This is an optimization exercise on Yosys and OpenROAD, whose aim is small area and a short achievable clock period, not a production implementation.
At most, simulation tests tie the RTL to the original design; equivalence was not proved.
No activity file was given, so power comes from the tool's default toggle rates.

Design dfbridge, start of the top module:
module dfbridge (
    input  wire        clk,
    input  wire        rst,           
    input  wire        cmd_valid,
    input  wire [15:0] cmd,
    output wire        cmd_ready,
    output reg         rsp_valid,
    output reg  [15:0] rsp,
    input  wire        evt_valid,
    input  wire [15:0] evt,
    output reg         miso_valid,
    output reg  [7:0]  miso,
    output reg         utx_valid,
    output reg  [7:0]  utx,
    output reg         busy
);
export LEC_CHECK = 0
export ABC_AREA = 1
export CAP_MARGIN = 20
export CORE_MARGIN = 2
export CORE_UTILIZATION = 45
export SLEW_MARGIN = 20
create_clock -name core_clock -period 10.0 [get_ports {clk}]
standard.sh (not shown) runs the stock make flow with config.mk's settings and CLKGATE_MAP_FILE= SYNTH_SCRIPT=/design/flow/synth_recipe.tcl, a recipe that flattens the netlist after the stock synthesis.
==> flow/flow/run.sh <==
#!/bin/bash
set -euo pipefail
bash standard.sh SETUP_SLACK_MARGIN=6.8 \
  "CTS_ARGS=-sink_clustering_enable -repair_clock_nets -sink_clustering_size 16 -sink_clustering_max_diameter 60 -buf_list sky130_fd_sc_hd__clkbuf_8 -dont_use_dummy_load" \
  finish > flow_make.log 2>&1
Edit:
--- a/flow/design.v
+++ b/flow/design.v
@@ -67,20 +67,30 @@
     wire [6:0] head1_i = inc8({1'b0, head1});
     wire [6:0] tail0_i = inc8({1'b0, tail0});
     wire [6:0] tail1_i = inc8({1'b0, tail1});
     wire [6:0] count0 = head0 - tail0;
     wire [6:0] count1 = head1 - tail1;
     wire       nz0   = head0 != tail0;
     wire       nz1   = head1 != tail1;
     wire       full0 = head0 == {~tail0[6], tail0[5:0]};
     wire       full1 = head1 == {~tail1[6], tail1[5:0]};
-    wire [7:0] mrd0 = mem0[tail0[5:0]];
-    wire [7:0] mrd1 = mem1[tail1[5:0]];
+    wire [63:0] tsel0 = 64'd1 << tail0[5:0];
+    wire [63:0] tsel1 = 64'd1 << tail1[5:0];
+    reg  [7:0]  mrd0, mrd1;
+    integer j;
+    always @(*) begin
+        mrd0 = 8'h00;
+        mrd1 = 8'h00;
+        for (j = 0; j < 64; j = j + 1) begin
+            mrd0 = mrd0 | (mem0[j] & {8{tsel0[j]}});
+            mrd1 = mrd1 | (mem1[j] & {8{tsel1[j]}});
+        end
+    end
     wire [7:0] rd0   = byp0 ? wdat : mrd0;
     wire [7:0] rd1   = byp1 ? wdat : mrd1;
     wire [3:0] pend = {uart_en & ~uart_txfull, uart_rxavail, spi_reqpend, spi_rxavail};
     wire [3:0] ie   = {uart_txrdy_ie, uart_rxie, spi_reqie, spi_rxie};
     wire [3:0] rdy  = pend & ie;
     reg        irq;                           
     wire [3:0] ivec = {rdy[3] & ~rdy[2] & ~rdy[1] & ~rdy[0],
                        rdy[2] & ~rdy[1] & ~rdy[0],
                        rdy[1] & ~rdy[0],
What happened: Hold slack is worse by 16 ps; flip-flop and latch count does not change; synthesized cell count is higher by 1.8%; setup slack loses 76 ps; total power goes down by about 0.54%; design area rose by about 1.2%; routed wire length came out lower by about 3%.
Only the layout flow was run in the second run of this note; the RTL was not checked for function there.

---

Another version of the RTL of dfbridge (not shown whole).
Size in the first run: roughly 73 I/O pins.
Settings: LEC_CHECK=0, CAP_MARGIN=20, CORE_MARGIN=2, CORE_UTILIZATION=45, CTS_BUF_LIST=sky130_fd_sc_hd__clkbuf_8, CTS_CLUSTER_DIAMETER=60, CTS_CLUSTER_SIZE=16, SLEW_MARGIN=20; clock period 10.0 ns.
==> flow/flow/run.sh <==
#!/bin/bash
set -euo pipefail
bash standard.sh SETUP_SLACK_MARGIN=6.6 finish > flow_make.log 2>&1
The starting point produced a clean layout.
Edit:
--- a/flow/design.v
+++ b/flow/design.v
@@ -4,36 +4,37 @@
     input  wire        cmd_valid,
     input  wire [15:0] cmd,
     output wire        cmd_ready,
     output reg         rsp_valid,
     output reg  [15:0] rsp,
     input  wire        evt_valid,
     input  wire [15:0] evt,
     output reg         miso_valid,
     output reg  [7:0]  miso,
     output reg         utx_valid,
-    output reg  [7:0]  utx,
+    output wire [7:0]  utx,
     output reg         busy
 );
     reg [7:0] mem0 [0:63];
     reg [7:0] mem1 [0:63];
     reg [6:0] head0, tail0, head1, tail1;     
     reg       wv0, wv1;               
     reg [7:0] wdat0, wdat1;           
     reg [7:0] spi_rxd, spi_txd;
     reg       spi_rxavail, spi_txv, spi_reqpend;
     reg       spi_en, spi_rxie;              
     wire      spi_reqie = spi_rxie;
     reg [7:0] uart_rxd, uart_txd;
     reg       uart_rxavail, uart_fe_cur, uart_or_cur, uart_txfull;
     reg       uart_en, uart_rxie, uart_txrdy_ie;
     reg       gie;
+    assign utx = uart_txd;                
     reg [2:0] clpc;
     reg [6:0] flg;
     reg [7:0] cnt [0:6];
     reg [6:0] cinc;                   
     wire [7:0] cnt_eff [0:6];
     genvar gc;
     generate
         for (gc = 0; gc < 7; gc = gc + 1) begin : ceff
             assign cnt_eff[gc] = (cinc[gc] && cnt[gc] != 8'hFF) ? inc8(cnt[gc]) : cnt[gc];
         end
@@ -241,21 +242,20 @@
     endgenerate
     always @(posedge clk) begin
         wdat0 <= push0_d;
         wdat1 <= push1_d;
         rsp   <= r;
         miso  <= m_spi_txv ? m_spi_txd : 8'hFF;
         if (e_xfer) spi_rxd <= evt[7:0];
         spi_txd  <= m_spi_txd;
         if (e_rx) uart_rxd <= evt[7:0];
         uart_txd <= m_uart_txd;
-        if (e_txd) utx <= m_uart_txd;       
     end
     integer i;
     always @(posedge clk) begin
         if (rst) begin
             head0 <= 7'd0; tail0 <= 7'd0; wv0 <= 1'b0;
             head1 <= 7'd0; tail1 <= 7'd0; wv1 <= 1'b0;
             spi_rxavail <= 1'b0; spi_txv <= 1'b0; spi_reqpend <= 1'b0;
             spi_en <= 1'b0; spi_rxie <= 1'b0;
             uart_rxavail <= 1'b0; uart_fe_cur <= 1'b0; uart_or_cur <= 1'b0; uart_txfull <= 1'b0;
             uart_en <= 1'b0; uart_rxie <= 1'b0; uart_txrdy_ie <= 1'b0;
The changed run finished with timing, DRC and antenna clean.
Total power is lower by 0.32%.
Critical path depth drops by 9.
Maximum frequency shrinks by 2.7%.
Synthesized area barely changes.
Combinational power goes up by about 7%.
Setup slack gets worse by 0.098 ns.
The RTL of the second run of this note was laid out without a check of its function.

separate check: timing with driven ports:
In the flow no input, the clock included, has a driving cell. The finished layouts below were timed again as built, in two steps.
Step 1: set_driving_cell puts a clkbuf_16 on clk and a buf_2 on each other input, an assumption about the parent block.
Step 2 also shifts input and output timing later by t, the mid clock arrival at the registers, as if the neighbouring blocks saw the same clock.
Three values: ideal ports, drivers, drivers and shift; two values: the first two.
| run | shift t [ns] | setup slack, ns | hold WS [ns] | worst register clock-pin slew, ns |
|---|---|---|---|---|
| the first run of note 1 | 0.850 | 6.687 / 6.620 / 6.028 | 0.490 / 0.490 / 0.490 | 0.11 / 0.11 |
| the second run of note 1 | 0.836 | 6.611 / 6.536 / 6.041 | 0.474 / 0.474 / 0.474 | 0.11 / 0.11 |
| the first run of note 2 | 0.879 | 6.516 / 6.516 / 5.696 | 0.502 / 0.502 / 0.502 | 0.11 / 0.11 |
| the second run of note 2 | 0.892 | 6.418 / 6.346 / 5.573 | 0.497 / 0.497 / 0.497 | 0.12 / 0.12 |
After both steps every run listed still meets setup and hold. For the second run of note 2, which loses most, drivers alone change the setup slack by -0.072 ns; drivers and shift together by -0.845 ns.
